What follows belongs to an exercise in optimizing a design on an open flow for small area, a short achievable clock period and few clock cycles; a production flow would make more cautious choices.
In this exercise RTL edits were held to simulation tests only and were not proved equivalent to the original.
No activity file was given, so power comes from the tool's default toggle rates.

==> design/flow/config.mk <==
export PLATFORM = sky130hd
export DESIGN_NAME = fs_codec
export DESIGN_NICKNAME = fs_codec
export VERILOG_FILES = /design/flow/design.v
export SDC_FILE = /design/flow/constraint.sdc
export NUM_CORES = 4
export LEC_CHECK = 0
export CAP_MARGIN = 20
export CORE_MARGIN = 2
export CORE_UTILIZATION = 40
export SETUP_SLACK_MARGIN = 5
export SLEW_MARGIN = 20
==> design/flow/constraint.sdc <==
create_clock -name core_clock -period 10.0 [get_ports {clk}]
set_input_delay 2.0000 -clock core_clock [delete_from_list [all_inputs] [get_ports {clk}]]
set_output_delay 2.0000 -clock core_clock [all_outputs]
set_load 0.01 [all_outputs]
==> design/flow/design.v <==
module fs_crc32_byte (
    input  wire [31:0] crc_in,
    input  wire [7:0]  data,
    output wire [31:0] crc_out
);
    reg [31:0] s;
    integer k;
    always @(*) begin
        s = crc_in ^ {24'd0, data};
        for (k = 0; k < 8; k = k + 1) begin
            if (s[0])
                s = (s >> 1) ^ 32'hEDB88320;
            else
                s = s >> 1;
        end
    end
    assign crc_out = s;
endmodule
module fs_codec (
    input  wire        clk,
    input  wire        rst,
    input  wire        cmd_valid,
    output wire        cmd_ready,
    input  wire [31:0] cmd_word,
    input  wire [15:0] cmd_len,
    input  wire        in_valid,
    output wire        in_ready,
    input  wire [7:0]  in_data,
    output wire        out_valid,
    input  wire        out_ready,
    output wire [7:0]  out_data,
    output wire        rsp_valid,
    input  wire        rsp_ready,
    output wire [7:0]  rsp_status,
    output wire [31:0] rsp_rval
);
    localparam [7:0] ST_OK          = 8'h00;
    localparam [7:0] ST_INVALID_LEN = 8'h02;
    localparam [7:0] ST_DECODE_ERR  = 8'h03;
    localparam [7:0] ST_INVALID_CRC = 8'h04;
    localparam [7:0] ST_ILLEGAL     = 8'h06;
    localparam [2:0] W_Z0   = 3'd0;    
    localparam [2:0] W_HDR  = 3'd1;    
    localparam [2:0] W_DATA = 3'd2;    
    localparam [2:0] W_CRC  = 3'd3;    
    localparam [2:0] W_TERM = 3'd4;    
    localparam [2:0] W_TEND = 3'd5;    
    localparam [2:0] W_IDLE = 3'd6;
    reg         cmd_rdy;
    reg         m_crc;       
    reg         m_ill;       
    reg         m_dec;       
    reg         m_enc;       
    reg         crc_fin;     
    reg         fin;         
    reg  [15:0] rem_in;      
    reg         rsp_v;
    reg  [7:0]  st_r;
    reg  [31:0] rval_r;
    wire cmd_fire = cmd_valid && cmd_rdy;
    wire rsp_fire = rsp_v && rsp_ready;
    wire w_hi0   = (cmd_word[31:16] == 16'd0);
    wire w_is1   = w_hi0 && (cmd_word[15:0] == 16'h0001);
    wire w_is3   = w_hi0 && (cmd_word[15:0] == 16'h0003);
    wire w_isenc = (cmd_word[15:0] == 16'h0002);
    wire w_isill = !w_is1 && !w_is3 && !w_isenc;
    wire len0    = (cmd_len == 16'd0);
    reg         in_rdy;
    reg  [7:0]  ib, sk;
    reg         ib_v, sk_v, ib_l, sk_l, ib_z, sk_z;
    wire        in_fire = in_valid && in_rdy;
    wire        rem_ne0 = (rem_in != 16'd0);
    wire        rem_ne1 = (rem_in != 16'd1);
    wire        in_last = !rem_ne1;
    wire        in_zero = (in_data == 8'h00);
    wire        pop;                        
    wire ib_v_n = pop ? (sk_v || in_fire) : (ib_v || in_fire);
    wire sk_v_n = pop ? (sk_v && in_fire) : (sk_v || (ib_v && in_fire));
    always @(posedge clk) begin
        if (pop || !ib_v) begin
            ib   <= sk_v ? sk   : in_data;
            ib_l <= sk_v ? sk_l : in_last;
            ib_z <= sk_v ? sk_z : in_zero;
        end
        if (in_fire) begin
            sk   <= in_data;
            sk_l <= in_last;
            sk_z <= in_zero;
        end
        if (rst) begin
            ib_v   <= 1'b0;
            sk_v   <= 1'b0;
            in_rdy <= 1'b0;
        end else begin
            ib_v <= ib_v_n;
            sk_v <= sk_v_n;
            if (cmd_fire) begin
                rem_in <= cmd_len;
                in_rdy <= !len0;
            end else begin
                if (in_fire)
                    rem_in <= rem_in - 16'd1;
                in_rdy <= (in_fire ? rem_ne1 : rem_ne0) && !sk_v_n;
            end
        end
    end
    reg         out_v;
    reg  [7:0]  out_d;
    reg         os_v;
    reg  [7:0]  os_d;
    wire        out_space = !os_v;
    wire        pv;                         
    wire [7:0]  pd;
    wire        head_free = !out_v || out_ready;
    always @(posedge clk) begin
        if (rst) begin
            out_v <= 1'b0;
            os_v  <= 1'b0;
        end else if (head_free) begin
            out_v <= os_v || pv;
            out_d <= os_v ? os_d : pd;
            os_v  <= 1'b0;
        end else if (pv) begin
            os_v  <= 1'b1;
            os_d  <= pd;
        end
    end
    assign cmd_ready  = cmd_rdy;
    assign in_ready   = in_rdy;
    assign out_valid  = out_v;
    assign out_data   = out_d;
    assign rsp_valid  = rsp_v;
    assign rsp_status = st_r;
    assign rsp_rval   = rval_r;
    reg  [31:0] crc;
    wire [7:0]  crc_byte;
    wire [31:0] crc_next;
    fs_crc32_byte u_crc (.crc_in(crc), .data(crc_byte), .crc_out(crc_next));
    reg  [7:0]  drem;        
    reg         drem_z;      
    reg         dff;         
    reg         dstarted;    
    reg         derr;        
    reg         dend;        
    reg         dchk;        
    reg  [15:0] dn;          
    reg         dn_ge4, dn_ge8;
    reg  [31:0] dl;          
    reg  [15:0] dtyp;
    reg  [15:0] dlen;
    reg         c_crc_bad, c_len_bad;
    wire dec_pop  = m_dec && ib_v && out_space;
    wire dskip    = ib_l && ib_z;                   
    wire push_v   = !derr && !dskip && !ib_z && (!drem_z || (dstarted && !dff));
    wire [7:0] push_d = drem_z ? 8'h00 : ib;
    wire dec_push = dec_pop && push_v;
    wire dec_emit = dec_push && dn_ge8;             
    always @(posedge clk) begin
        if (dec_pop) begin
            if (!derr && !dskip) begin
                if (ib_z) begin
                    derr <= 1'b1;                   
                end else if (drem_z) begin
                    dstarted <= 1'b1;
                    dff      <= (ib == 8'hFF);
                    drem     <= ib - 8'd1;
                    drem_z   <= (ib == 8'h01);
                end else begin
                    drem     <= drem - 8'd1;
                    drem_z   <= (drem == 8'd1);
                end
            end
            if (push_v) begin
                dn <= dn + 16'd1;
                dl <= {push_d, dl[31:8]};
                if (!dn_ge4) begin
                    case (dn[1:0])
                        2'd0: dtyp[7:0]  <= push_d;
                        2'd1: dtyp[15:8] <= push_d;
                        2'd2: dlen[7:0]  <= push_d;
                        default: dlen[15:8] <= push_d;
                    endcase
                end
                if (dn == 16'd3)
                    dn_ge4 <= 1'b1;
                if (dn == 16'd7)
                    dn_ge8 <= 1'b1;
            end
        end
        c_crc_bad <= (~crc != dl);
        c_len_bad <= (dlen != dn - 16'd8);
        if (cmd_rdy) begin
            drem     <= 8'd0;
            drem_z   <= 1'b1;
            dff      <= 1'b0;
            dstarted <= 1'b0;
            derr     <= 1'b0;
            dn       <= 16'd0;
            dn_ge4   <= 1'b0;
            dn_ge8   <= 1'b0;
        end
    end
    reg  [2:0]  wph;
    reg  [1:0]  widx;
    reg  [31:0] hdr;         
    reg  [3:0]  hdr_z;       
    reg  [7:0]  wcnt;        
    reg         w253;        
    reg         wfz;         
    reg         wsplit;      
    reg         lz;          
    wire ph_hdr  = (wph == W_HDR);
    wire ph_data = (wph == W_DATA);
    wire ph_crc  = (wph == W_CRC);
    wire [7:0] rb      = ph_data ? ib   : ph_hdr ? hdr[7:0] : ~crc[7:0];
    wire       rb_zero = ph_data ? ib_z : ph_hdr ? hdr_z[0] : (crc[7:0] == 8'hFF);
    localparam CQB = 4;                  
    reg  [7:0]  cq [0:(1<<CQB)-1];
    reg  [CQB:0] cq_wp, cq_rp;
    wire        cq_v     = (cq_wp != cq_rp);
    wire        cq_space = !((cq_wp[CQB-1:0] == cq_rp[CQB-1:0]) && (cq_wp[CQB] != cq_rp[CQB]));
    wire [7:0]  cq_out   = cq[cq_rp[CQB-1:0]];
    localparam RC = 264;                 
    localparam TB = 3;                   
    reg  [7:0]  ring [0:RC-1];
    reg  [8:0]  w_nx;        
    reg  [8:0]  r_tap;       
    reg  [8:0]  w_seq, r_seq;            
    wire [8:0]  r_n     = w_seq - r_seq;
    wire        r_space = (r_n != RC) && (w_nx == RC - 1);
    wire raw_ph   = ph_hdr || ph_data || ph_crc;
    wire zslot    = wsplit || (wph == W_Z0) || (wph == W_TERM);
    wire w_want   = m_enc && (zslot || (raw_ph && (!ph_data || ib_v)));
    wire w_step   = w_want && r_space && cq_space;   
    wire w_raw    = w_step && !zslot;                
    wire w_tend   = m_enc && (wph == W_TEND) && cq_space;
    wire raw_last = ph_crc && (widx == 2'd3);
    wire [7:0] slot_in = zslot ? 8'h00 : rb;
    wire        cq_push = (w_raw && (rb_zero || w253)) ||
                          (w_step && wph == W_TERM && (wcnt != 8'd0 || wfz)) ||
                          w_tend;
    wire [7:0]  cq_in   = w_tend ? 8'h00 :                     
                          (w_raw && !rb_zero) ? 8'hFF :        
                          wcnt + 8'd1;
    reg  [7:0]  r_data;
    reg         r_zero;
    wire [7:0]  r_pre  = ring[{r_tap[8:TB], {(TB-1){1'b1}}, 1'b0}];
    always @(posedge clk) begin
        r_data <= r_pre;
        r_zero <= (r_pre == 8'h00);
    end
    wire        r_rd   = m_enc && (r_tap[TB-1:0] == {TB{1'b1}}) && (w_seq != r_seq) &&
                         out_space && (!r_zero || cq_v);
    wire        r_pop  = r_rd && r_zero;
    wire        r_end  = r_pop && (cq_out == 8'h00);
    integer ri;
    always @(posedge clk) begin
        ring[0] <= w_step ? slot_in : ring[RC-1];
        for (ri = 1; ri < RC; ri = ri + 1)
            ring[ri] <= ring[ri-1];
        if (cq_push)
            cq[cq_wp[CQB-1:0]] <= cq_in;
    end
    always @(posedge clk) begin
        if (cmd_fire) begin
            hdr   <= {cmd_len, cmd_word[31:16]};
            hdr_z <= {cmd_len[15:8] == 8'd0, cmd_len[7:0] == 8'd0,
                      cmd_word[31:24] == 8'd0, cmd_word[23:16] == 8'd0};
            lz    <= len0;
        end else if (w_raw && ph_hdr) begin
            hdr   <= {8'd0, hdr[31:8]};
            hdr_z <= {1'b0, hdr_z[3:1]};
        end
        if (cmd_rdy) begin
            widx   <= 2'd0;
            wcnt   <= 8'd0;
            w253   <= 1'b0;
            wfz    <= 1'b1;
            wsplit <= 1'b0;
            cq_wp  <= {(CQB+1){1'b0}};
            cq_rp  <= {(CQB+1){1'b0}};
            w_nx   <= RC - 1;
            r_tap  <= RC - 1;
            w_seq  <= 9'd0;
            r_seq  <= 9'd0;
        end else begin
            if (w_raw) begin
                if (rb_zero || w253) begin
                    wcnt <= 8'd0;
                    w253 <= 1'b0;
                    wfz  <= rb_zero;
                    if (!rb_zero)
                        wsplit <= !raw_last;
                end else begin
                    wcnt <= wcnt + 8'd1;
                    w253 <= (wcnt == 8'd252);
                end
                if (!ph_data)
                    widx <= widx + 2'd1;
            end else if (w_step) begin
                wsplit <= 1'b0;
            end
            if (cq_push)
                cq_wp <= cq_wp + 1'b1;
            if (r_pop)
                cq_rp <= cq_rp + 1'b1;
            if (w_step)
                w_seq <= w_seq + 9'd1;
            if (r_rd)
                r_seq <= r_seq + 9'd1;
            w_nx <= w_step ? RC - 1 : (w_nx == RC - 1) ? 9'd0 : w_nx + 9'd1;
            if (!r_rd)
                r_tap <= (r_tap == RC - 1) ? 9'd0 : r_tap + 9'd1;
        end
    end
    assign pop = ((m_crc || m_ill) && ib_v) || dec_pop || (w_raw && ph_data);
    assign pv  = dec_emit || r_rd;
    assign pd  = m_dec ? dl[7:0] : r_zero ? cq_out : r_data;
    wire enc_crc = m_enc && !ph_crc;
    assign crc_byte = m_dec ? dl[7:0] : (enc_crc && ph_hdr) ? hdr[7:0] : ib;
    wire crc_en = (m_crc && ib_v) || (dec_push && dn_ge4) || (w_raw && enc_crc);
    always @(posedge clk) begin
        if (cmd_fire) begin
            crc <= 32'hFFFF_FFFF;
        end else if (crc_en) begin
            crc <= crc_next;
        end else if (w_raw && ph_crc) begin
            crc <= {8'd0, crc[31:8]};       
        end
        if (rst) begin
            cmd_rdy <= 1'b1;
            m_crc   <= 1'b0;
            m_ill   <= 1'b0;
            m_dec   <= 1'b0;
            m_enc   <= 1'b0;
            crc_fin <= 1'b0;
            fin     <= 1'b0;
            rsp_v   <= 1'b0;
            dend    <= 1'b0;
            dchk    <= 1'b0;
            wph     <= W_IDLE;
        end else begin
            if (fin && head_free && !os_v) begin
                fin   <= 1'b0;
                rsp_v <= 1'b1;
            end
            if (rsp_fire) begin
                rsp_v   <= 1'b0;
                cmd_rdy <= 1'b1;
            end
            if (cmd_fire) begin
                cmd_rdy <= 1'b0;
                m_crc   <= w_is1 && !len0;
                m_ill   <= w_isill && !len0;
                m_dec   <= w_is3 && !len0;
                m_enc   <= w_isenc;
                wph     <= w_isenc ? W_Z0 : W_IDLE;
                rval_r  <= 32'd0;
                if (len0 && !w_isenc) begin
                    fin  <= 1'b1;
                    st_r <= w_is1 ? ST_OK : w_is3 ? ST_INVALID_LEN : ST_ILLEGAL;
                end
            end
            if ((m_crc || m_ill) && ib_v && ib_l) begin
                m_crc   <= 1'b0;
                m_ill   <= 1'b0;
                crc_fin <= m_crc;
                fin     <= m_ill;
                st_r    <= ST_ILLEGAL;
            end
            if (crc_fin) begin
                crc_fin <= 1'b0;
                fin     <= 1'b1;
                st_r    <= ST_OK;
                rval_r  <= ~crc;
            end
            if (dec_pop && ib_l) begin
                m_dec <= 1'b0;
                dend  <= 1'b1;
            end
            if (dend) begin
                dend <= 1'b0;
                dchk <= 1'b1;
            end
            if (dchk) begin
                dchk <= 1'b0;
                fin  <= 1'b1;
                if (derr || !drem_z)
                    st_r <= ST_DECODE_ERR;
                else if (!dn_ge8)
                    st_r <= ST_INVALID_LEN;
                else if (c_crc_bad)
                    st_r <= ST_INVALID_CRC;
                else if (c_len_bad)
                    st_r <= ST_INVALID_LEN;
                else begin
                    st_r   <= ST_OK;
                    rval_r <= {16'd0, dtyp};
                end
            end
            if (w_step) begin
                case (wph)
                    W_Z0:   wph <= wsplit ? W_Z0 : W_HDR;
                    W_HDR:  if (!wsplit && widx == 2'd3)
                                wph <= lz ? W_CRC : W_DATA;
                    W_DATA: if (!wsplit && ib_l)
                                wph <= W_CRC;
                    W_CRC:  if (!wsplit && widx == 2'd3)
                                wph <= W_TERM;
                    W_TERM: wph <= W_TEND;
                    default: ;
                endcase
            end else if (w_tend) begin
                wph <= W_IDLE;
            end
            if (r_end) begin
                m_enc <= 1'b0;
                fin   <= 1'b1;
                st_r  <= ST_OK;
            end
        end
    end
endmodule
==> design/flow/run.sh <==
#!/bin/bash
# synth_recipe.tcl (not shown) runs the flow's synth.tcl, then flattens the netlist and writes it again
# the make line also repeats each setting of config.mk as NAME=value (left out here)
make -C /OpenROAD-flow-scripts/flow DESIGN_CONFIG=/design/flow/config.mk WORK_HOME=/design/flow/orfs CLKGATE_MAP_FILE= SYNTH_SCRIPT=/design/flow/synth_recipe.tcl finish
==> results of run 1 <==
[worst max-delay path by stage]
stage / from / end / slack, ns / depth (start not counted)
floorplan: w_nx[4] / hdr[0] / 5.31 / 8
global placement: cmd_valid / rval_r[13] / 5.58 / 6
detailed placement: cmd_valid / rval_r[10] / 5.49 / 6
CTS: r_seq[6] / hdr[24] / 5.83 / 10
global route: w_nx[4] / hdr[14] / 5.43 / 7
finish: r_seq[6] / hdr[8] / 5.80 / 10
[through the flow]
stage                     total power [uW]  hold WS, ns  cells
after global placement               11200        0.310   6597
final                                19700        0.283   7014
after floorplan                      11000        0.310   4394
after global routing                 20300        0.279   7008
after detailed placement             11200        0.312   6598
after CTS                            19900        0.272   7008
[state kept, by name, summed over array words and instances, names as in the netlist, 9 cells and up, named ones only]
name / count
rval_r: 32
w_seq: 9
w_nx: 9
r_seq: 9
dlen: 16
dtyp: 16
cq: 128
r_tap: 9
ring: 2112
crc: 32
dn: 16
dl: 32
rem_in: 16
hdr: 32
[worst register-to-register path, stage by stage, from the launching register on]
cell,delay (ns)
dfxtp_1,0.34
inv_1,0.08
ha_1,0.36
nand4_1,0.19
or2_2,0.34
o2111ai_1,0.13
xor2_1,0.19
nand3_1,0.51
nand3_1,0.77
o41ai_4,0.47
buf_4,0.46
[kinds of logic (layout without fill, tap and decap cells)]
logic type | Yosys count | in the layout | synth area share [%]
xor gates and xnor gates | 170 | 170 | 2.31
other | 1 | 11 | 0.00562
adders and majority gates | 35 | 35 | 0.657
muxes | 104 | 104 | 2.39
and+or+nand+nor | 829 | 829 | 6.14
AOI/OAI and AO/OA | 461 | 461 | 4.99
buffers and inverters | 208 | 633 | 1.24
DFF | 2582 | 2582 | 82.3
[synth_stat cells, types with 40 or more instances]
master	number	area [um2]
nor2b_1	41	257
a22oi_1	87	653
inv_1	50	188
a21oi_1	64	320
nand4_1	55	344
nand3_1	43	215
mux4_2	40	901
nand2_1	253	950
xor2_1	100	876
edfxtp_1	316	9490
dfxtp_1	2266	45400
o21ai_0	82	410
nor2_1	204	766
clkbuf_1	128	480
xnor2_1	64	561
[metal layers]
layer / vias up / GRT usage (%)
li1: 15500 / -
met1: 15900 / 22.5
met2: 1045 / 23.3
met3: 261 / 3.57
met4: 6 / 5.47
met5: - / 0
[area by class of cell]
cell class | instances | area [um2]
diodes | 6 | 15.0
multi-input cells | 1604 | 11100
fillers | 14200 | 87000
clock buffers | 319 | 6560
repair buffers | 173 | 1580
inverters | 50 | 188
well taps | 2189 | 2740
clock inverters | 91 | 1130
flip-flops and latches | 2582 | 54900
[power groups by stage]
stage / sequential (uW) / clock (uW) / combinational (uW)
2_1_floorplan: 10800 / 0 / 239
3_3_place_gp: 10800 / 0 / 387
3_5_place_dp: 10800 / 0 / 390
4_1_cts: 10600 / 8890 / 393
5_1_grt: 10600 / 9310 / 426
6_report: 10600 / 8700 / 392
==> summary.txt, run 1 <==
outcome=finished clean; syn_area_per_cell=15.2 um2; crit path max fanout=36; Post-synth EDFFs=316; CTS tree=yes; GRT overflow=0; layout cells sized above 1=11.4%; Final Max Tran Viols=0; GRT Total Usage=15.7%; static leakage=0.0295 uW; first-pass GRT wire length=200,000 um; most common cell after layout, fill and taps aside=dfxtp_1; R2R cell count=10; Reg2Reg Setup Slack=5.80 ns; Die Y=412 um; final instance area=78,200 um2; wire length on met1=63,900 um; FF+latch count, synth=2,582; synth unique cells=76; Hold Path Class=flip-flop to flip-flop; initial drt markers=2,546; highest routed metal layer=met5; Area Growth Syn to Fin=17.3%; Hold EP=ring[229][0]; Placement Rows=149; hold wc startpoint=ring[228][0]; hold bufs inserted after CTS=0; CP required=10.45 ns; sequential cell area fraction in the yosys report=82.3%; Comb power frac=2.0%; WL final=134,000 um; Final Util=47.3%; critical path class=flip-flop to flip-flop; die area=170,000 um2; CTS max path bufs=3; Arrival @ worst endpoint=4.65 ns; Syn Inst Count=4,390; router iterations before antenna repair=6; power per cell area=252 nW/um2; synthesized area=66,700 um2; Root Buffer=clkbuf_16; clk_skew=0.0492 ns; Crit path largest cell delay=0.77 ns; hpwl dp=85,900 um; Hold Crit Depth=0; final setup margin=5.80 ns; Reg power frac=53.8%; Final setup violation count=0; die span in x=412 um; Internal=15,700 uW; Ports=114; starting density of the core=40.4%; Clock Pin Slew Worst Setup and Hold Paths=0.06 ns; Worst R2R Start=r_seq[6]; pre-CTS setup slack=5.49 ns; Reg2Reg Capture Point=hdr[8]; H-tree depth=4; core box area=165,000 um2; Routed Antenna Nets=0; later-pin clock latency in the skew report=0.82 ns; synth warn=3; most frequent cells in the layout=2,263 x dfxtp_1, 316 x edfxtp_1, 252 x nand2_1, 229 x clkbuf_16, 204 x nor2_1; WL met2=57,500 um; Tcrit/Tclk final=42.0%; nets@finish=4,735; Post-CTS Setup Inserts=0; max frequency=238 MHz; post-CTS sizing=0; Max-Cap Viols=0; Clock power frac=44.2%; I/O Buffers=108; total negative slack=0 ns; routed vias=32,800; Peak VDD IR=172 uV; unrepaired setup endpoints after global routing=no; area of placed instances=70,500 um2; FFs w/ async S/R, synth=0%; Fin. Hold Viols=0; sw frac=20.4%; type of origin of the critical path=flip-flop; crit end category=flip-flop; DR WL met3=8910 um; Residual DRC=0; worst path cell trace=inv_1, ha_1, nand4_1, or2_2, o2111ai_1, xor2_1, nand3_1, nand3_1, o41ai_4, buf_4; antenna violations before repair=11; Top FF cell, synth=dfxtp_1; most frequent cell on the critical path=nand3_1; TritonCTS Buffers=227; wire per inst=19.1 um; clock sink count=2,582; CP delay by family, top=simple AND/OR/NAND/NOR gates; Final Critical Period=4.20 ns; Slew Limit Headroom=30.1%; worst-margin pin slew=1.05 ns; largest net degree at the start of global routing=85; CP max-delay cell=nand3_1; RePlAce Congestion=0.889; Buf/Inv on CP=2; vias in the first global route=31,900; routed vias/inst=4.67; Switching Power=4020 uW
Testbench counts, summed over its fixed seeds: cycles 189,344.
==> run 2: changes to the inputs <==
==> design/flow/flow/run.sh (new file) <==
#!/bin/bash
# Layout flow: the standard ORFS layout, with the port buffers made
# from buf_4 cells and timing repair aiming below the clock period.
# make's output (every tool it runs) goes to make.log here; each ORFS step
# also keeps its own log under orfs/logs/.
set -euo pipefail
bash standard.sh \
    SETUP_SLACK_MARGIN=6.6 \
    "BUFFER_PORTS_ARGS=-buffer_cell sky130_fd_sc_hd__buf_4" \
    finish > make.log 2>&1
==> design/flow/standard.sh (new file) <==
#!/bin/bash
# synth_recipe.tcl (not shown) runs the flow's synth.tcl, then flattens the netlist and writes it again
# the make line also repeats each setting of config.mk as NAME=value (left out here)
make -C /OpenROAD-flow-scripts/flow DESIGN_CONFIG=/design/flow/config.mk WORK_HOME=/design/flow/orfs CLKGATE_MAP_FILE= SYNTH_SCRIPT=/design/flow/synth_recipe.tcl "${@:-finish}"
--- a/design/flow/config.mk
+++ b/design/flow/config.mk
@@ -8,5 +8,4 @@
 export CAP_MARGIN = 20
 export CORE_MARGIN = 2
 export CORE_UTILIZATION = 40
-export SETUP_SLACK_MARGIN = 5
 export SLEW_MARGIN = 20
removed: design/flow/run.sh
==> run 2 against run 1 <==
Final cell count rose by 0.56%. Via count rose by 1.2%. Worst hold slack improved by 0.012 ns. Total power rose by 1.5%. Global-route usage rose by 0.28 points. Sequential power barely moved. Largest power group unchanged. Count of clock-buffer cells in the layout rose by 2. Design area rose by 1.0%. Clock power rose by 3.1%. Clock skew rose by 0.0082 ns. Non-clock buffer count rose by 15. Flip-flop and latch count did not move.
==> summary.txt, run 2 <==
outcome=finished clean; FF+latch count, synth=2,582; total negative slack=0 ns; static leakage=0.0300 uW; pre-CTS setup slack=5.64 ns; Crit path largest cell delay=0.46 ns; Synth Area in XOR/XNOR=2.31%; worst path cell trace=buf_6; CTS tree=yes; synthesized area=66,700 um2; max frequency=290 MHz; Arrival @ worst endpoint=1.44 ns; I/O Buffers=108; syn_area_per_cell=15.2 um2; Root Buffer=clkbuf_16; final instance area=79,000 um2; Slew Limit Headroom=34.1%; synth unique cells=76; Tcrit/Tclk final=34.4%; synth warn=3; sequential cell area fraction in the yosys report=82.3%; CP max-delay cell=edfxtp_1; FFs w/ async S/R, synth=0%; Synth area leaders=dfxtp_1 68%, edfxtp_1 14%, nand2_1 1.4%; Most flops, register=ring; area of placed instances=70,200 um2; antenna violations before repair=14; Hold Path Class=flip-flop to flip-flop; die span in x=412 um; worst-margin pin slew=0.981 ns; most common cell after layout, fill and taps aside=dfxtp_1; later-pin clock latency in the skew report=0.83 ns; clock sink count=2,582; starting density of the core=40.4%; Area Growth Syn to Fin=18.4%; Peak VDD IR=192 uV; wire per inst=19.5 um; initial drt markers=2,650; vias in the first global route=31,800; Routed Antenna Nets=0; Top FF cell, synth=dfxtp_1; type of origin of the critical path=flip-flop; post-synth top area cell=dfxtp_1; Syn Inst Count=4,390; Yosys top cell area share=68.0%; largest family of logic cells by synthesized area=simple AND/OR/NAND/NOR gates; count leader, synth=dfxtp_1; compound-gate portion of the synthesized area=4.99%; Clock Pin Slew Worst Setup and Hold Paths=0.06 ns; die area=170,000 um2; most frequent cells in the layout=2,259 x dfxtp_1, 316 x edfxtp_1, 251 x nand2_1, 235 x clkbuf_16, 191 x nor2_1; FILL cells=14,100; largest net degree at the start of global routing=74; Buf/Inv on CP=1; router iterations before antenna repair=6; top cells by count, synth=2,266 x dfxtp_1, 316 x edfxtp_1, 253 x nand2_1; RePlAce Congestion=0.895; Residual DRC=0; Post-synth EDFFs=316; critical path class=flip-flop to output port; H-tree depth=4; clk_skew=0.0574 ns; CTS max path bufs=3; Fin. Hold Viols=0; final setup margin=6.56 ns; max reg flops=2,112; core box area=165,000 um2; GRT overflow=0; Max-Cap Viols=0; simple-gate share of the synthesized area=6.14%; CP required=8.00 ns; routed vias/inst=4.70; layout cells sized above 1=15.3%; unrepaired setup endpoints after global routing=yes; GRT Total Usage=16.0%; routed vias=33,200; Hold Worst Slack=0.295 ns; first-pass GRT wire length=202,000 um; Final Max Tran Viols=0; Final Critical Period=3.44 ns; Ports=114; Die Y=412 um; TritonCTS Buffers=230; WL final=138,000 um; hpwl dp=92,400 um; crit path max fanout=2; Placement Rows=149; post-synthesis mux area share=2.39%; Post-Synth Adder-Cell Area=0.657%; CP delay by family, top=flip-flops; nets@finish=4,754; crit end category=output port; power per cell area=253 nW/um2; Final setup violation count=0
## run 2: changes by cell type in the layout (fill, tap and decap cells not counted), sizes merged
cell	before	now
buf	65	186
clkdlybuf4s50	108	0
clkinvlp	12	11
clkbuf	319	323
inv	61	56
diode	6	8
nand2	253	254
bufinv	14	23
clkinv	54	70
## run 2: layer usage
metal / share of wire, % / track usage [%] / vias up
li1: - / - / 15600
met3: 7.2 / 3.77 / 306
met2: 43 / 23.7 / 1185
met1: 47 / 22.5 / 16100
met4: 3.6 / 6.11 / 2
met5: 0.0080 / 0 / -
## run 2: per-stage QoR
step | utilization [%] | total power (uW) | std cells
6_report | 47.8 | 20000 | 7053
5_1_grt | 47.8 | 20600 | 7045
4_1_cts | 47.6 | 20100 | 7028
3_5_place_dp | 42.5 | 11200 | 6585
3_3_place_gp | 42.5 | 11200 | 6584
2_1_floorplan | - | 11000 | 4394
## run 2: path summary, 6_finish.rpt
| kind | cells after the start | startpoint | endpoint | slack, ns |
|---|---|---|---|---|
| min | 0 | ring[72][3] | ring[73][3] | 0.29 |
| max | 1 | rval_r[12] | rsp_rval[12] | 6.56 |
| max reg2reg | 10 | r_tap[7] | r_zero | 6.56 |
| min reg2reg | 0 | ring[72][3] | ring[73][3] | 0.29 |
## run 2: cell families after synthesis
group	count (synthesis)
buffers and inverters	208
flip-flops	2582
other	1
AO/OA/AOI/OAI	461
AND/OR/NAND/NOR	829
XOR/XNOR	170
adder cells (fa/ha/maj)	35
multiplexers	104
## run 2: layout make-up
cell class	count	area, um2	share of cell area [%]
Timing Repair Buffer	188	1680	2.13
Clock buffer	321	6630	8.40
Tap cell	2189	2740	3.47
Clock inverter	110	1330	1.68
Sequential cell	2582	54900	69.5
Antenna cell	8	20.0	0.0254
Multi-Input combinational cell	1605	11500	14.6
Inverter	50	188	0.238
## run 2: power by group
| part | internal, uW | total [uW] | switching (uW) | leakage, uW |
|---|---|---|---|---|
| Combinational | 166 | 393 | 227 | 0.00476 |
| Clock | 5240 | 8970 | 3730 | 0.00391 |
| Sequential | 10500 | 10600 | 69.5 | 0.0213 |
| Total | 15900 | 20000 | 4030 | 0.0300 |
## run 2: what timing repair did
action,4_1_cts,5_1_grt
setup endpoints to repair,428,361
pin swaps,5,4
setup buffers,11,16
gates resized for setup,77,35
hold buffers,0,0
gates cloned,1,1
==> run 3: changes to the inputs <==
--- a/design/flow/design.v
+++ b/design/flow/design.v
@@ -136,6 +136,7 @@
     wire [7:0]  crc_byte;
     wire [31:0] crc_next;
     fs_crc32_byte u_crc (.crc_in(crc), .data(crc_byte), .crc_out(crc_next));
+    reg  [31:0] hdr;
     reg  [7:0]  drem;        
     reg         drem_z;      
     reg         dff;         
@@ -146,8 +147,6 @@
     reg  [15:0] dn;          
     reg         dn_ge4, dn_ge8;
     reg  [31:0] dl;          
-    reg  [15:0] dtyp;
-    reg  [15:0] dlen;
     reg         c_crc_bad, c_len_bad;
     wire dec_pop  = m_dec && ib_v && out_space;
     wire dskip    = ib_l && ib_z;                   
@@ -173,14 +172,6 @@
             if (push_v) begin
                 dn <= dn + 16'd1;
                 dl <= {push_d, dl[31:8]};
-                if (!dn_ge4) begin
-                    case (dn[1:0])
-                        2'd0: dtyp[7:0]  <= push_d;
-                        2'd1: dtyp[15:8] <= push_d;
-                        2'd2: dlen[7:0]  <= push_d;
-                        default: dlen[15:8] <= push_d;
-                    endcase
-                end
                 if (dn == 16'd3)
                     dn_ge4 <= 1'b1;
                 if (dn == 16'd7)
@@ -188,7 +179,7 @@
             end
         end
         c_crc_bad <= (~crc != dl);
-        c_len_bad <= (dlen != dn - 16'd8);
+        c_len_bad <= (hdr[31:16] != dn - 16'd8);
         if (cmd_rdy) begin
             drem     <= 8'd0;
             drem_z   <= 1'b1;
@@ -202,7 +193,6 @@
     end
     reg  [2:0]  wph;
     reg  [1:0]  widx;
-    reg  [31:0] hdr;         
     reg  [3:0]  hdr_z;       
     reg  [7:0]  wcnt;        
     reg         w253;        
@@ -242,10 +232,10 @@
     wire [7:0]  cq_in   = w_tend ? 8'h00 :                     
                           (w_raw && !rb_zero) ? 8'hFF :        
                           wcnt + 8'd1;
-    reg  [7:0]  r_data;
+    reg  [7:0]  r_pre, r_data;
     reg         r_zero;
-    wire [7:0]  r_pre  = ring[{r_tap[8:TB], {(TB-1){1'b1}}, 1'b0}];
     always @(posedge clk) begin
+        r_pre  <= ring[{r_tap[8:TB], {(TB-2){1'b1}}, 2'b01}];
         r_data <= r_pre;
         r_zero <= (r_pre == 8'h00);
     end
@@ -270,6 +260,8 @@
         end else if (w_raw && ph_hdr) begin
             hdr   <= {8'd0, hdr[31:8]};
             hdr_z <= {1'b0, hdr_z[3:1]};
+        end else if (dec_push && !dn_ge4) begin
+            hdr   <= {push_d, hdr[31:8]};
         end
         if (cmd_rdy) begin
             widx   <= 2'd0;
@@ -395,7 +387,7 @@
                     st_r <= ST_INVALID_LEN;
                 else begin
                     st_r   <= ST_OK;
-                    rval_r <= {16'd0, dtyp};
+                    rval_r <= {16'd0, hdr[15:0]};
                 end
             end
             if (w_step) begin
==> design/flow/flow/run.sh (replaced) <==
#!/bin/bash
# Layout flow: the standard ORFS layout, with the port buffers made
# from buf_4 cells, timing repair aiming below the clock period, and
# larger clock-tree sink clusters.
# make's output (every tool it runs) goes to make.log here; each ORFS step
# also keeps its own log under orfs/logs/.
set -euo pipefail
bash standard.sh \
    SETUP_SLACK_MARGIN=6.6 \
    "BUFFER_PORTS_ARGS=-buffer_cell sky130_fd_sc_hd__buf_4" \
    CTS_CLUSTER_SIZE=24 \
    CTS_CLUSTER_DIAMETER=150 \
    finish > make.log 2>&1
==> run 3 against run 2 <==
Sequential power hardly changed. Register-to-register slack better by 0.10 ns. Combinational power is 8.9% lower.
==> summary.txt, run 3 <==
Ports=114; final instance area=73,200 um2; most frequent cells in the layout=2,263 x dfxtp_1, 284 x edfxtp_1, 238 x nand2_1, 169 x nor2_1, 164 x buf_4; max frequency=294 MHz; worst path cell trace=buf_6; initial drt markers=2,219; total negative slack=0 ns; GRT overflow=0; synthesized area=65,500 um2; Die Y=409 um; syn_area_per_cell=15.2 um2; Post-synth EDFFs=284; Arrival @ worst endpoint=1.40 ns; Final Max Tran Viols=0; wire per inst=19.2 um; worst-margin pin slew=1.13 ns; Fin. Hold Viols=0; top cells by count, synth=2,274 x dfxtp_1, 284 x edfxtp_1, 242 x nand2_1; Buf/Inv on CP=1; Hold Path Class=flip-flop to flip-flop; largest net degree at the start of global routing=83; starting density of the core=40.3%; Hold Worst Slack=0.277 ns; Levels on crit path=1; Peak VDD IR=168 uV; Clock Pin Slew Worst Setup and Hold Paths=0.10 ns; CP required=8.00 ns; critical path class=flip-flop to output port; Final setup violation count=0; H-tree depth=3; post-synth top area cell=dfxtp_1; max reg flops=2,112; power per cell area=217 nW/um2; routed vias=31,100; final setup margin=6.60 ns; hold bufs inserted after CTS=0; Slew Limit Headroom=24.7%; Crit path largest cell delay=0.47 ns; type of origin of the critical path=flip-flop; crit end category=output port; clk_skew=0.0702 ns; core box area=163,000 um2; WL final=129,000 um; later-pin clock latency in the skew report=0.79 ns; FILL cells=14,300; RePlAce Congestion=0.859; most common cell after layout, fill and taps aside=dfxtp_1; Max-Cap Viols=0; FF+latch count, synth=2,558; routed vias/inst=4.64; area of placed instances=69,200 um2; CTS max path bufs=3; Area Growth Syn to Fin=11.6%; R2R cell count=10; static leakage=0.0272 uW; synth unique cells=84; Synth area leaders=dfxtp_1 69%, edfxtp_1 13%, nand2_1 1.4%; Most flops, register=ring; CP delay by family, top=flip-flops; hpwl dp=85,100 um; Syn Inst Count=4,299; TritonCTS Buffers=116; clock sink count=2,558; first-pass GRT wire length=189,000 um; total chip power=15,900 uW; Final Critical Period=3.40 ns; GRT Total Usage=15.0%; Root Buffer=clkbuf_16; outcome=finished clean; Top FF cell, synth=dfxtp_1; synth warn=3; layout cells sized above 1=11.5%; router iterations before antenna repair=5; Placement Rows=148; count leader, synth=dfxtp_1; Tcrit/Tclk final=34.0%; crit path max fanout=2; Hold Crit Depth=0; unrepaired setup endpoints after global routing=yes; die span in x=409 um; Residual DRC=0; CP max-delay cell=edfxtp_1; vias in the first global route=29,700; CTS tree=yes; die area=167,000 um2; sequential cell area fraction in the yosys report=82.5%; antenna violations before repair=4; Routed Antenna Nets=0; pre-CTS setup slack=4.95 ns; I/O Buffers=108; nets@finish=4,592; Yosys top cell area share=69.4%; FFs w/ async S/R, synth=0%
## run 3: changes by cell type in the layout (fill, tap and decap cells not counted), sizes merged, moves of 18 or more
cell,previous run,this run
and2,43,12
o22ai,29,11
a22o,7,40
a21oi,65,83
clkinv,70,6
edfxtp,316,284
bufinv,23,0
a22oi,87,60
clkbuf,323,133
a221oi,11,42
## run 3: power by group
part	leakage, uW	total (uW)	internal (uW)	switching, uW
Clock	0.00152	5110	2120	2980
Combinational	0.00473	358	154	204
Sequential	0.0209	10400	10400	54.8
Total	0.0272	15900	12700	3240
## run 3: cell type report
cell class	count	area, um2	share of cell area [%]
Multi-Input combinational cell	1577	11300	15.4
Clock buffer	132	2960	4.05
Timing Repair Buffer	199	1760	2.41
Antenna cell	1	2.50	0.00342
Tap cell	2175	2720	3.72
Sequential cell	2558	54100	73.9
Clock inverter	9	189	0.258
Inverter	47	179	0.245
## run 3: cells by family (layout without fill, tap and decap cells)
| group | after synthesis | after routing | synth area share, % |
|---|---|---|---|
| flip-flops | 2558 | 2558 | 82.5 |
| AND/OR/NAND/NOR | 779 | 780 | 5.78 |
| AO/OA/AOI/OAI | 470 | 471 | 5.12 |
| XOR/XNOR | 176 | 176 | 2.46 |
| buffers and inverters | 170 | 387 | 1.06 |
| multiplexers | 114 | 114 | 2.52 |
| adder cells (fa/ha/maj) | 31 | 31 | 0.592 |
| other | 1 | 6 | 0.00572 |
## run 3: metal layers
metal | track usage, % | wire length [um] | vias up
met1 | 21.9 | 62800 | 15200
met2 | 23.2 | 57500 | 661
met3 | 2.28 | 5270 | 184
met5 | 0 | 7 | -
met4 | 4.16 | 3350 | 2
li1 | - | - | 15000
## run 3: final timing paths
path / from / end / slack (ns)
max: rval_r[9] / rsp_rval[9] / 6.60
min: ring[108][5] / ring[109][5] / 0.28
max reg2reg: r_seq[1] / cq[8][1] / 6.66
min reg2reg: ring[108][5] / ring[109][5] / 0.28
## run 3: through the flow
stage / util (%) / cells
global placement: 42.5 / 6512
CTS: 44.8 / 6681
global route: 45.0 / 6697
detailed placement: 42.5 / 6512
finish: 45.0 / 6698
floorplan: - / 4303
## run 3: what timing repair did
action | in CTS | in global routing
hold endpoints to repair | 0 | 0
pin swaps | 10 | 6
cloned | 1 | 2
setup buffers | 27 | 14
setup endpoints to repair | 370 | 370
gates resized for setup | 61 | 36
Testbench counts of run 3, summed over its fixed seeds: cycles 189,344.
==> run 4: changes to the inputs <==
--- a/design/flow/design.v
+++ b/design/flow/design.v
@@ -52,12 +52,19 @@
     reg         m_dec;       
     reg         m_enc;       
     reg         crc_fin;     
+    reg         dend;        
+    reg         dchk;        
     reg         fin;         
     reg  [15:0] rem_in;      
     reg         rsp_v;
+    reg  [7:0]  st_q;        
+    reg         rv_crc;      
+    reg         rv_typ;      
     reg  [7:0]  st_r;
     reg  [31:0] rval_r;
-    wire cmd_fire = cmd_valid && cmd_rdy;
+    wire idle     = !(m_crc || m_ill || m_dec || m_enc || crc_fin || dend || dchk ||
+                      fin || rsp_v);
+    wire cmd_fire = cmd_valid && idle;
     wire rsp_fire = rsp_v && rsp_ready;
     wire w_hi0   = (cmd_word[31:16] == 16'd0);
     wire w_is1   = w_hi0 && (cmd_word[15:0] == 16'h0001);
@@ -106,19 +113,23 @@
     end
     reg         out_v;
     reg  [7:0]  out_d;
+    reg  [7:0]  oq_d;
     reg         os_v;
     reg  [7:0]  os_d;
     wire        out_space = !os_v;
     wire        pv;                         
     wire [7:0]  pd;
     wire        head_free = !out_v || out_ready;
+    wire [7:0]  head_in = os_v ? os_d : pd;
     always @(posedge clk) begin
+        out_d <= head_free ? head_in : oq_d;
+        if (head_free)
+            oq_d <= head_in;
         if (rst) begin
             out_v <= 1'b0;
             os_v  <= 1'b0;
         end else if (head_free) begin
             out_v <= os_v || pv;
-            out_d <= os_v ? os_d : pd;
             os_v  <= 1'b0;
         end else if (pv) begin
             os_v  <= 1'b1;
@@ -142,8 +153,6 @@
     reg         dff;         
     reg         dstarted;    
     reg         derr;        
-    reg         dend;        
-    reg         dchk;        
     reg  [15:0] dn;          
     reg         dn_ge4, dn_ge8;
     reg  [31:0] dl;          
@@ -180,7 +189,7 @@
         end
         c_crc_bad <= (~crc != dl);
         c_len_bad <= (hdr[31:16] != dn - 16'd8);
-        if (cmd_rdy) begin
+        if (idle) begin
             drem     <= 8'd0;
             drem_z   <= 1'b1;
             dff      <= 1'b0;
@@ -263,7 +272,7 @@
         end else if (dec_push && !dn_ge4) begin
             hdr   <= {push_d, hdr[31:8]};
         end
-        if (cmd_rdy) begin
+        if (idle) begin
             widx   <= 2'd0;
             wcnt   <= 8'd0;
             w253   <= 1'b0;
@@ -312,6 +321,10 @@
     assign crc_byte = m_dec ? dl[7:0] : (enc_crc && ph_hdr) ? hdr[7:0] : ib;
     wire crc_en = (m_crc && ib_v) || (dec_push && dn_ge4) || (w_raw && enc_crc);
     always @(posedge clk) begin
+        st_r   <= st_q;
+        rval_r <= rv_crc ? ~crc : rv_typ ? {16'd0, hdr[15:0]} : 32'd0;
+    end
+    always @(posedge clk) begin
         if (cmd_fire) begin
             crc <= 32'hFFFF_FFFF;
         end else if (crc_en) begin
@@ -347,10 +360,11 @@
                 m_dec   <= w_is3 && !len0;
                 m_enc   <= w_isenc;
                 wph     <= w_isenc ? W_Z0 : W_IDLE;
-                rval_r  <= 32'd0;
+                rv_crc  <= 1'b0;
+                rv_typ  <= 1'b0;
                 if (len0 && !w_isenc) begin
                     fin  <= 1'b1;
-                    st_r <= w_is1 ? ST_OK : w_is3 ? ST_INVALID_LEN : ST_ILLEGAL;
+                    st_q <= w_is1 ? ST_OK : w_is3 ? ST_INVALID_LEN : ST_ILLEGAL;
                 end
             end
             if ((m_crc || m_ill) && ib_v && ib_l) begin
@@ -358,13 +372,13 @@
                 m_ill   <= 1'b0;
                 crc_fin <= m_crc;
                 fin     <= m_ill;
-                st_r    <= ST_ILLEGAL;
+                st_q    <= ST_ILLEGAL;
             end
             if (crc_fin) begin
                 crc_fin <= 1'b0;
                 fin     <= 1'b1;
-                st_r    <= ST_OK;
-                rval_r  <= ~crc;
+                st_q    <= ST_OK;
+                rv_crc  <= 1'b1;
             end
             if (dec_pop && ib_l) begin
                 m_dec <= 1'b0;
@@ -378,16 +392,16 @@
                 dchk <= 1'b0;
                 fin  <= 1'b1;
                 if (derr || !drem_z)
-                    st_r <= ST_DECODE_ERR;
+                    st_q <= ST_DECODE_ERR;
                 else if (!dn_ge8)
-                    st_r <= ST_INVALID_LEN;
+                    st_q <= ST_INVALID_LEN;
                 else if (c_crc_bad)
-                    st_r <= ST_INVALID_CRC;
+                    st_q <= ST_INVALID_CRC;
                 else if (c_len_bad)
-                    st_r <= ST_INVALID_LEN;
+                    st_q <= ST_INVALID_LEN;
                 else begin
-                    st_r   <= ST_OK;
-                    rval_r <= {16'd0, hdr[15:0]};
+                    st_q   <= ST_OK;
+                    rv_typ <= 1'b1;
                 end
             end
             if (w_step) begin
@@ -408,7 +422,7 @@
             if (r_end) begin
                 m_enc <= 1'b0;
                 fin   <= 1'b1;
-                st_r  <= ST_OK;
+                st_q  <= ST_OK;
             end
         end
     end
==> design/flow/flow/run.sh (replaced) <==
#!/bin/bash
set -euo pipefail
bash standard.sh \
    SETUP_SLACK_MARGIN=6.7 \
    "BUFFER_PORTS_ARGS=-buffer_cell sky130_fd_sc_hd__buf_4" \
    finish > make.log 2>&1
--- a/design/flow/config.mk
+++ b/design/flow/config.mk
@@ -7,5 +7,7 @@
 export LEC_CHECK = 0
 export CAP_MARGIN = 20
 export CORE_MARGIN = 2
-export CORE_UTILIZATION = 40
+export CORE_UTILIZATION = 55
+export CTS_CLUSTER_DIAMETER = 150
+export CTS_CLUSTER_SIZE = 24
 export SLEW_MARGIN = 20
==> run 4 against run 3 <==
Critical path type unchanged. Worst hold slack improved by 0.032 ns. Count of clock-buffer cells in the layout increased by 4. First-iteration DRC count fell by 7.5%. Synthesized area is 1.1% lower. Still clean on timing, DRC and antenna. Design area is 2.2% lower. Register-to-register slack improved by 0.18 ns. Total power down 0.87%. Sequential power about the same. Largest power group unchanged.
==> summary.txt, run 4 <==
outcome=finished clean; CP required=8.00 ns; nets@finish=4,540; CTS max path bufs=3; Syn Inst Count=4,242; top cells by count, synth=2,309 x dfxtp_1, 254 x edfxtp_1, 229 x nand2_1; routed vias/inst=5.05; largest net degree at the start of global routing=75; vias in the first global route=29,300; Yosys top cell area share=71.3%; type of origin of the critical path=flip-flop; Root Buffer=clkbuf_16; Slew Limit Headroom=18.1%; Post-synth EDFFs=254; later-pin clock latency in the skew report=0.73 ns; crit path max fanout=1; initial drt markers=2,053; GRT Total Usage=20.5%; Max-Cap Viols=0; H-tree depth=3; synth unique cells=86; I/O Buffers=108; total negative slack=0 ns; FF+latch count, synth=2,563; CP delay by family, top=flip-flops; max frequency=308 MHz; Buf/Inv on CP=1; die area=121,000 um2; starting density of the core=55.6%; Tcrit/Tclk final=32.5%; synth warn=3; wire per inst=20.8 um; antenna violations before repair=6; die span in x=347 um; Die Y=347 um; FFs w/ async S/R, synth=0%; RePlAce Congestion=0.887; Top FF cell, synth=dfxtp_1; unrepaired setup endpoints after global routing=yes; Hold Worst Slack=0.310 ns; count leader, synth=dfxtp_1; Hold Path Class=flip-flop to flip-flop; synthesized area=64,800 um2; Crit path largest cell delay=0.40 ns; WL final=125,000 um; most common cell after layout, fill and taps aside=dfxtp_1; Arrival @ worst endpoint=1.25 ns; Placement Rows=125; clk_skew=0.0260 ns; post-synth top area cell=dfxtp_1; Antenna Cells=0; Area Growth Syn to Fin=10.5%; worst path cell trace=buf_6; syn_area_per_cell=15.3 um2; Final setup violation count=0; worst-margin pin slew=1.23 ns; first-pass GRT wire length=184,000 um; Final Critical Period=3.25 ns; clock sink count=2,563; TritonCTS Buffers=116; Synth area leaders=dfxtp_1 71%, edfxtp_1 12%, nand2_1 1.3%; max reg flops=2,112; area of placed instances=67,700 um2; Most flops, register=ring; GRT overflow=0; sequential cell area fraction in the yosys report=83.1%; Clock Pin Slew Worst Setup and Hold Paths=0.10 ns; layout cells sized above 1=11.5%; routed vias=30,200; Routed Antenna Nets=0; Peak VDD IR=175 uV; Final Max Tran Viols=0; crit end category=output port; most frequent cells in the layout=2,298 x dfxtp_1, 254 x edfxtp_1, 226 x nand2_1, 178 x buf_4, 145 x nor2_1; CTS tree=yes; core box area=117,000 um2; Residual DRC=0; hpwl dp=80,500 um; critical path class=flip-flop to output port; CP max-delay cell=edfxtp_1; Ports=114; router iterations before antenna repair=5; final instance area=71,600 um2; power per cell area=220 nW/um2; static leakage=0.0274 uW; Fin. Hold Viols=0
==> run 4: what timing repair did <==
item | in CTS | in global routing
endpoints found under the setup margin | 365 | 362
setup buffers | 25 | 13
cloned | 0 | 3
gates resized for setup | 54 | 36
pin swaps | 13 | 8
hold buffers | 0 | 0
==> run 4: layout make-up <==
class,count,area [um2]
flip-flops and latches,2563,53900
fillers,8736,44900
multi-input cells,1509,10800
clock buffers,136,3020
well taps,1524,1910
repair buffers,199,1660
inverters,58,224
clock inverters,4,62.6
==> run 4: final timing paths <==
check,startpoint,to,slack (ns),cells after the start
hold / removal,ring[0][3],ring[1][3],0.31,0
setup / recovery,oq_d[1],out_data[1],6.75,1
setup reg to reg,cq_wp[2],cq[9][5],6.84,9
hold reg to reg,ring[0][3],ring[1][3],0.31,0
==> run 4: layer usage <==
layer / GRT usage [%] / part of all wire, % / vias to the layer above
li1: - / - / 14700
met1: 29.6 / 48 / 14700
met2: 32.6 / 46 / 619
met3: 2.53 / 4.2 / 202
met4: 5.92 / 2.5 / 6
met5: 0 / 0.027 / -
==> run 4: where the power goes <==
part	switching [uW]	internal, uW
logic	192	124
clock network	2900	2130
registers	41.1	10400
==> run 4: kinds of logic (layout without fill, tap and decap cells) <==
group                    Yosys count  count (layout)  share of synthesized area [%]
flip-flops                      2563            2563                           83.1
AND/OR/NAND/NOR                  737             739                           5.53
AO/OA/AOI/OAI                    468             468                           4.92
buffers and inverters            176             397                           1.08
XOR/XNOR                         174             174                           2.57
multiplexers                      92              92                           2.20
adder cells (fa/ha/maj)           31              31                          0.599
other                              1               5                        0.00579
==> run 4: stage by stage <==
| stage | cells | setup slack [ns] | util [%] | power [uW] |
|---|---|---|---|---|
| detailed placement | 5812 | 5.66 | 58.1 | 11000 |
| floorplan | 4246 | 6.41 | - | 10800 |
| CTS | 5977 | 6.68 | 61.2 | 15900 |
| global placement | 5811 | 5.73 | 58.1 | 11000 |
| global route | 5993 | 6.68 | 61.4 | 16300 |
| finish | 5993 | 6.75 | 61.4 | 15800 |
Testbench counts of run 4, summed over its fixed seeds: cycles 189,344.
==> run 5: changes to the inputs <==
--- a/design/flow/design.v
+++ b/design/flow/design.v
@@ -153,16 +153,17 @@
     reg         dff;         
     reg         dstarted;    
     reg         derr;        
-    reg  [15:0] dn;          
-    reg         dn_ge4, dn_ge8;
-    reg  [31:0] dl;          
+    reg  [3:0]  dn;          
+    reg         dem;         
     reg         c_crc_bad, c_len_bad;
+    wire        dn_ge4 = dn[3] || dn[2];
+    wire        dn_ge8 = dn[3];
     wire dec_pop  = m_dec && ib_v && out_space;
     wire dskip    = ib_l && ib_z;                   
     wire push_v   = !derr && !dskip && !ib_z && (!drem_z || (dstarted && !dff));
     wire [7:0] push_d = drem_z ? 8'h00 : ib;
     wire dec_push = dec_pop && push_v;
-    wire dec_emit = dec_push && dn_ge8;             
+    wire dec_emit = dec_push && dn_ge4 && dem;      
     always @(posedge clk) begin
         if (dec_pop) begin
             if (!derr && !dskip) begin
@@ -179,25 +180,23 @@
                 end
             end
             if (push_v) begin
-                dn <= dn + 16'd1;
-                dl <= {push_d, dl[31:8]};
-                if (dn == 16'd3)
-                    dn_ge4 <= 1'b1;
-                if (dn == 16'd7)
-                    dn_ge8 <= 1'b1;
+                if (!dn_ge8)
+                    dn <= dn + 4'd1;
+                if (dn == 4'd3)
+                    dem <= ({push_d, hdr[31:24]} != 16'd0);
+                else if (dn_ge4 && hdr[31:16] == 16'd1)
+                    dem <= 1'b0;
             end
         end
-        c_crc_bad <= (~crc != dl);
-        c_len_bad <= (hdr[31:16] != dn - 16'd8);
+        c_crc_bad <= (crc != 32'hDEBB_20E3);
+        c_len_bad <= (hdr[31:16] != 16'hFFFC);
         if (idle) begin
             drem     <= 8'd0;
             drem_z   <= 1'b1;
             dff      <= 1'b0;
             dstarted <= 1'b0;
             derr     <= 1'b0;
-            dn       <= 16'd0;
-            dn_ge4   <= 1'b0;
-            dn_ge8   <= 1'b0;
+            dn       <= 4'd0;
         end
     end
     reg  [2:0]  wph;
@@ -215,18 +214,21 @@
     wire       rb_zero = ph_data ? ib_z : ph_hdr ? hdr_z[0] : (crc[7:0] == 8'hFF);
     localparam CQB = 4;                  
     reg  [7:0]  cq [0:(1<<CQB)-1];
-    reg  [CQB:0] cq_wp, cq_rp;
-    wire        cq_v     = (cq_wp != cq_rp);
-    wire        cq_space = !((cq_wp[CQB-1:0] == cq_rp[CQB-1:0]) && (cq_wp[CQB] != cq_rp[CQB]));
-    wire [7:0]  cq_out   = cq[cq_rp[CQB-1:0]];
+    reg  [CQB-1:0] cq_wp, cq_rp;
+    reg  [CQB:0]   cq_n;
+    reg         cq_v;        
+    reg         cq_space;    
+    wire [7:0]  cq_out   = cq[cq_rp];
     localparam RC = 264;                 
     localparam TB = 3;                   
     reg  [7:0]  ring [0:RC-1];
     reg  [8:0]  w_nx;        
     reg  [8:0]  r_tap;       
-    reg  [8:0]  w_seq, r_seq;            
-    wire [8:0]  r_n     = w_seq - r_seq;
-    wire        r_space = (r_n != RC) && (w_nx == RC - 1);
+    reg  [8:0]  r_n;         
+    reg         r_nz;        
+    reg         r_full;      
+    reg         w_al;        
+    wire        r_space = !r_full && w_al;
     wire raw_ph   = ph_hdr || ph_data || ph_crc;
     wire zslot    = wsplit || (wph == W_Z0) || (wph == W_TERM);
     wire w_want   = m_enc && (zslot || (raw_ph && (!ph_data || ib_v)));
@@ -238,8 +240,8 @@
     wire        cq_push = (w_raw && (rb_zero || w253)) ||
                           (w_step && wph == W_TERM && (wcnt != 8'd0 || wfz)) ||
                           w_tend;
-    wire [7:0]  cq_in   = w_tend ? 8'h00 :                     
-                          (w_raw && !rb_zero) ? 8'hFF :        
+    wire [7:0]  cq_in   = (wph == W_TEND) ? 8'h00 :             
+                          (raw_ph && !zslot && !rb_zero) ? 8'hFF :   
                           wcnt + 8'd1;
     reg  [7:0]  r_pre, r_data;
     reg         r_zero;
@@ -248,7 +250,7 @@
         r_data <= r_pre;
         r_zero <= (r_pre == 8'h00);
     end
-    wire        r_rd   = m_enc && (r_tap[TB-1:0] == {TB{1'b1}}) && (w_seq != r_seq) &&
+    wire        r_rd   = m_enc && (r_tap[TB-1:0] == {TB{1'b1}}) && r_nz &&
                          out_space && (!r_zero || cq_v);
     wire        r_pop  = r_rd && r_zero;
     wire        r_end  = r_pop && (cq_out == 8'h00);
@@ -257,8 +259,8 @@
         ring[0] <= w_step ? slot_in : ring[RC-1];
         for (ri = 1; ri < RC; ri = ri + 1)
             ring[ri] <= ring[ri-1];
-        if (cq_push)
-            cq[cq_wp[CQB-1:0]] <= cq_in;
+        if (cq_space)
+            cq[cq_wp] <= cq_in;
     end
     always @(posedge clk) begin
         if (cmd_fire) begin
@@ -271,6 +273,8 @@
             hdr_z <= {1'b0, hdr_z[3:1]};
         end else if (dec_push && !dn_ge4) begin
             hdr   <= {push_d, hdr[31:8]};
+        end else if (dec_push) begin
+            hdr[31:16] <= hdr[31:16] - 16'd1;
         end
         if (idle) begin
             widx   <= 2'd0;
@@ -278,12 +282,17 @@
             w253   <= 1'b0;
             wfz    <= 1'b1;
             wsplit <= 1'b0;
-            cq_wp  <= {(CQB+1){1'b0}};
-            cq_rp  <= {(CQB+1){1'b0}};
-            w_nx   <= RC - 1;
+            cq_wp    <= {CQB{1'b0}};
+            cq_rp    <= {CQB{1'b0}};
+            cq_n     <= {(CQB+1){1'b0}};
+            cq_v     <= 1'b0;
+            cq_space <= 1'b1;
+            w_nx     <= RC - 1;
+            w_al     <= 1'b1;
             r_tap  <= RC - 1;
-            w_seq  <= 9'd0;
-            r_seq  <= 9'd0;
+            r_n    <= 9'd0;
+            r_nz   <= 1'b0;
+            r_full <= 1'b0;
         end else begin
             if (w_raw) begin
                 if (rb_zero || w253) begin
@@ -305,21 +314,36 @@
                 cq_wp <= cq_wp + 1'b1;
             if (r_pop)
                 cq_rp <= cq_rp + 1'b1;
-            if (w_step)
-                w_seq <= w_seq + 9'd1;
-            if (r_rd)
-                r_seq <= r_seq + 9'd1;
+            if (cq_push && !r_pop) begin
+                cq_n     <= cq_n + 1'b1;
+                cq_v     <= 1'b1;
+                cq_space <= (cq_n != (1 << CQB) - 1);
+            end else if (r_pop && !cq_push) begin
+                cq_n     <= cq_n - 1'b1;
+                cq_v     <= (cq_n != 1);
+                cq_space <= 1'b1;
+            end
+            if (w_step && !r_rd) begin
+                r_n    <= r_n + 9'd1;
+                r_nz   <= 1'b1;
+                r_full <= (r_n == RC - 1);
+            end else if (r_rd && !w_step) begin
+                r_n    <= r_n - 9'd1;
+                r_nz   <= (r_n != 9'd1);
+                r_full <= 1'b0;
+            end
             w_nx <= w_step ? RC - 1 : (w_nx == RC - 1) ? 9'd0 : w_nx + 9'd1;
+            w_al <= w_step || (w_nx == RC - 2);
             if (!r_rd)
                 r_tap <= (r_tap == RC - 1) ? 9'd0 : r_tap + 9'd1;
         end
     end
     assign pop = ((m_crc || m_ill) && ib_v) || dec_pop || (w_raw && ph_data);
     assign pv  = dec_emit || r_rd;
-    assign pd  = m_dec ? dl[7:0] : r_zero ? cq_out : r_data;
+    assign pd  = m_dec ? push_d : r_zero ? cq_out : r_data;
     wire enc_crc = m_enc && !ph_crc;
-    assign crc_byte = m_dec ? dl[7:0] : (enc_crc && ph_hdr) ? hdr[7:0] : ib;
-    wire crc_en = (m_crc && ib_v) || (dec_push && dn_ge4) || (w_raw && enc_crc);
+    assign crc_byte = m_dec ? push_d : (enc_crc && ph_hdr) ? hdr[7:0] : ib;
+    wire crc_en = (m_crc && ib_v) || dec_push || (w_raw && enc_crc);
     always @(posedge clk) begin
         st_r   <= st_q;
         rval_r <= rv_crc ? ~crc : rv_typ ? {16'd0, hdr[15:0]} : 32'd0;
==> run 5 against run 4 <==
Design area shrank 4.0%. Critical path depth is the same. Clock skew grew 0.018 ns. Sequential share of layout area grew 1.3 points. Final cell count shrank 3.8%. Fmax shrank 0.38%. Global-route usage shrank 0.67 points. Non-clock buffer count shrank 43. Flip-flop and latch count shrank 46. Utilization shrank 0.59 points. Synthesized area shrank 3.1%. Count of clock-buffer cells in the layout shrank 2. Largest power group unchanged.
==> summary.txt, run 5 <==
outcome=finished clean; critical path class=flip-flop to output port; first-pass GRT wire length=174,000 um; simple-gate share of the synthesized area=5.53%; Comb power frac=2.0%; count leader, synth=dfxtp_1; FF+latch count, synth=2,517; crit path max fanout=1; starting density of the core=55.6%; Root Buffer=clkbuf_16; Die Y=342 um; unrepaired setup endpoints after global routing=yes; type of origin of the critical path=flip-flop; TritonCTS Buffers=114; clock sink count=2,517; sw frac=20.0%; wire per inst=20.1 um; Hold Path Class=flip-flop to flip-flop; Clock Pin Slew Worst Setup and Hold Paths=0.10 ns; router iterations before antenna repair=5; most common cell after layout, fill and taps aside=dfxtp_1; Post-Synth Adder-Cell Area=0.637%; max frequency=307 MHz; Buf/Inv on CP=1; sequential cell area fraction in the yosys report=83.8%; FFs w/ async S/R, synth=0%; largest net degree at the start of global routing=67; Clock power frac=32.1%; Final Critical Period=3.26 ns; Reg power frac=65.9%; WL final=116,000 um; max reg flops=2,112; routed vias=29,100; crit end category=output port; Slew Limit Headroom=18.1%; Final Util=60.9%; most frequent cells in the layout=2,283 x dfxtp_1, 223 x edfxtp_1, 210 x nand2_1, 160 x nor2_1, 150 x buf_4; worst-margin pin slew=1.23 ns; post-synth top area cell=dfxtp_1; top cells by count, synth=2,294 x dfxtp_1, 223 x edfxtp_1, 213 x nand2_1; Post-synth EDFFs=223; nets@finish=4,336; H-tree depth=3; Arrival @ worst endpoint=1.26 ns; Top FF cell, synth=dfxtp_1; CP required=8.00 ns; CTS tree=yes; clk_skew=0.0436 ns; antenna violations before repair=4; die area=117,000 um2; Final Max Tran Viols=0; layout cells sized above 1=10.2%; synthesized area=62,800 um2; synth unique cells=78; Final setup violation count=0; Internal=12,400 uW; Synth area leaders=dfxtp_1 73%, edfxtp_1 11%, mux4_2 1.3%; Ports=114; Syn Inst Count=4,076; vias in the first global route=27,700; Tcrit/Tclk final=32.6%; Fin. Hold Viols=0; CTS max path bufs=3; static leakage=0.0264 uW; hpwl dp=76,600 um; later-pin clock latency in the skew report=0.74 ns; GRT overflow=0; post-synthesis mux area share=2.10%; synth warn=3; largest family of logic cells by synthesized area=simple AND/OR/NAND/NOR gates; Switching Power=3110 uW; Yosys top cell area share=73.1%; FILL cells=8,690; Crit path largest cell delay=0.41 ns; worst path cell trace=buf_6; die span in x=342 um; core box area=113,000 um2; initial drt markers=1,937; I/O Buffers=108; routed vias/inst=5.04; Routed Antenna Nets=0; power per cell area=226 nW/um2; Synth Area in XOR/XNOR=2.01%; RePlAce Congestion=0.861; total negative slack=0 ns; Peak VDD IR=197 uV; Placement Rows=123; compound-gate portion of the synthesized area=4.94%; GRT Total Usage=19.8%; CP max-delay cell=edfxtp_1; Residual DRC=0; Area Growth Syn to Fin=9.43%; Most flops, register=ring; CP delay by family, top=flip-flops; Max-Cap Viols=0; syn_area_per_cell=15.4 um2
==> run 5: layout make-up <==
class                      count  area [um2]  share of cell area [%]
clock inverter                 6         128                   0.186
antenna                        1        2.50                 0.00364
timing repair buffer         156        1190                    1.74
multi-input combinational   1411        9770                    14.2
sequential                  2517       52600                    76.6
clock buffer                 134        2970                    4.32
tap                         1500        1880                    2.73
inverter                      42         160                   0.233
==> run 5: what timing repair did <==
action	CTS	global route
setup buffers	0	3
hold buffers	0	0
pin swaps	0	1
setup endpoints to repair	122	97
gates resized for setup	16	18
hold endpoints to repair	0	0
==> run 5: per-stage QoR <==
| stage | cells | area [um2] | setup slack [ns] | power (uW) | hold slack, ns |
|---|---|---|---|---|---|
| after global routing | 5766 | 68700 | 6.67 | 16100 | 0.318 |
| after CTS | 5763 | 68700 | 6.68 | 15700 | 0.311 |
| final | 5767 | 68700 | 6.74 | 15500 | 0.309 |
| after global placement | 5623 | 65500 | 6.13 | 10800 | 0.310 |
| after detailed placement | 5623 | 65500 | 6.15 | 10800 | 0.312 |
| after floorplan | 4080 | 62900 | 6.72 | 10700 | 0.310 |
==> run 5: worst paths after layout <==
kind | startpoint | endpoint | slack [ns] | cells past startpoint
worst min-delay path | ring[167][5] | ring[168][5] | 0.31 | 0
worst max-delay path | oq_d[7] | out_data[7] | 6.74 | 1
worst max register to register | ib_v | os_d[5] | 6.80 | 6
worst min register to register | ring[167][5] | ring[168][5] | 0.31 | 0
==> run 5: cells by family after synthesis <==
| group | after synthesis |
|---|---|
| xor gates and xnor gates | 115 |
| and+or+nand+nor | 719 |
| buffers and inverters | 152 |
| adders and majority gates | 32 |
| other | 1 |
| AOI/OAI and AO/OA | 457 |
| muxes | 83 |
| DFF | 2517 |
==> run 5: layer usage <==
layer	share of wire [%]	vias to the layer above	track usage [%]
met3	3.8	183	2.68
met1	47	14200	28.3
met2	46	614	31.8
met5	0	-	0
met4	2.8	0	5.78
li1	-	14100	-
==> run 5: power by group through the flow <==
| stage | Clock [uW] | Combinational (uW) | Sequential [uW] |
|---|---|---|---|
| 2_1_floorplan | 0 | 218 | 10400 |
| 3_3_place_gp | 0 | 312 | 10500 |
| 3_5_place_dp | 0 | 313 | 10500 |
| 4_1_cts | 5120 | 315 | 10200 |
| 5_1_grt | 5480 | 344 | 10200 |
| 6_report | 4980 | 314 | 10200 |
Testbench counts of run 5, summed over its fixed seeds: cycles 189,344.

[afterwards: timing with drivers on the ports]
The flow's constraints put no driver on any port. The routed layouts listed below were extracted and timed again, unchanged, in two steps. Step 1: set_driving_cell puts a clkbuf_16 on clk and a buf_2 on each other input, an assumption about the parent block. Step 2 moves the port delays by t, midway between the first and last clock arrival at a register: inputs arrive t later, outputs are due t later. That takes back most of the time a late clock gives input paths. Three values: no drivers, after step 1, after step 2; two values: the first two.
run	shift t [ns]	setup slack, ns	worst setup path after step 2	slew at the worst register clock pin (ns)
run 1	0.884	5.797 / 5.797 / 5.463	input to register	0.07 / 0.07
run 2	0.879	6.556 / 6.477 / 5.888	input to register	0.07 / 0.07
run 3	0.820	6.602 / 6.535 / 6.008	input to register	0.11 / 0.11
run 4	0.786	6.751 / 6.677 / 6.165	input to register	0.10 / 0.10
run 5	0.786	6.739 / 6.671 / 6.118	input to register	0.11 / 0.11
After both steps every run listed still meets setup and hold. The setup slack of run 2, which loses most, moves by -0.079 ns with the drivers and by -0.668 ns with both steps.
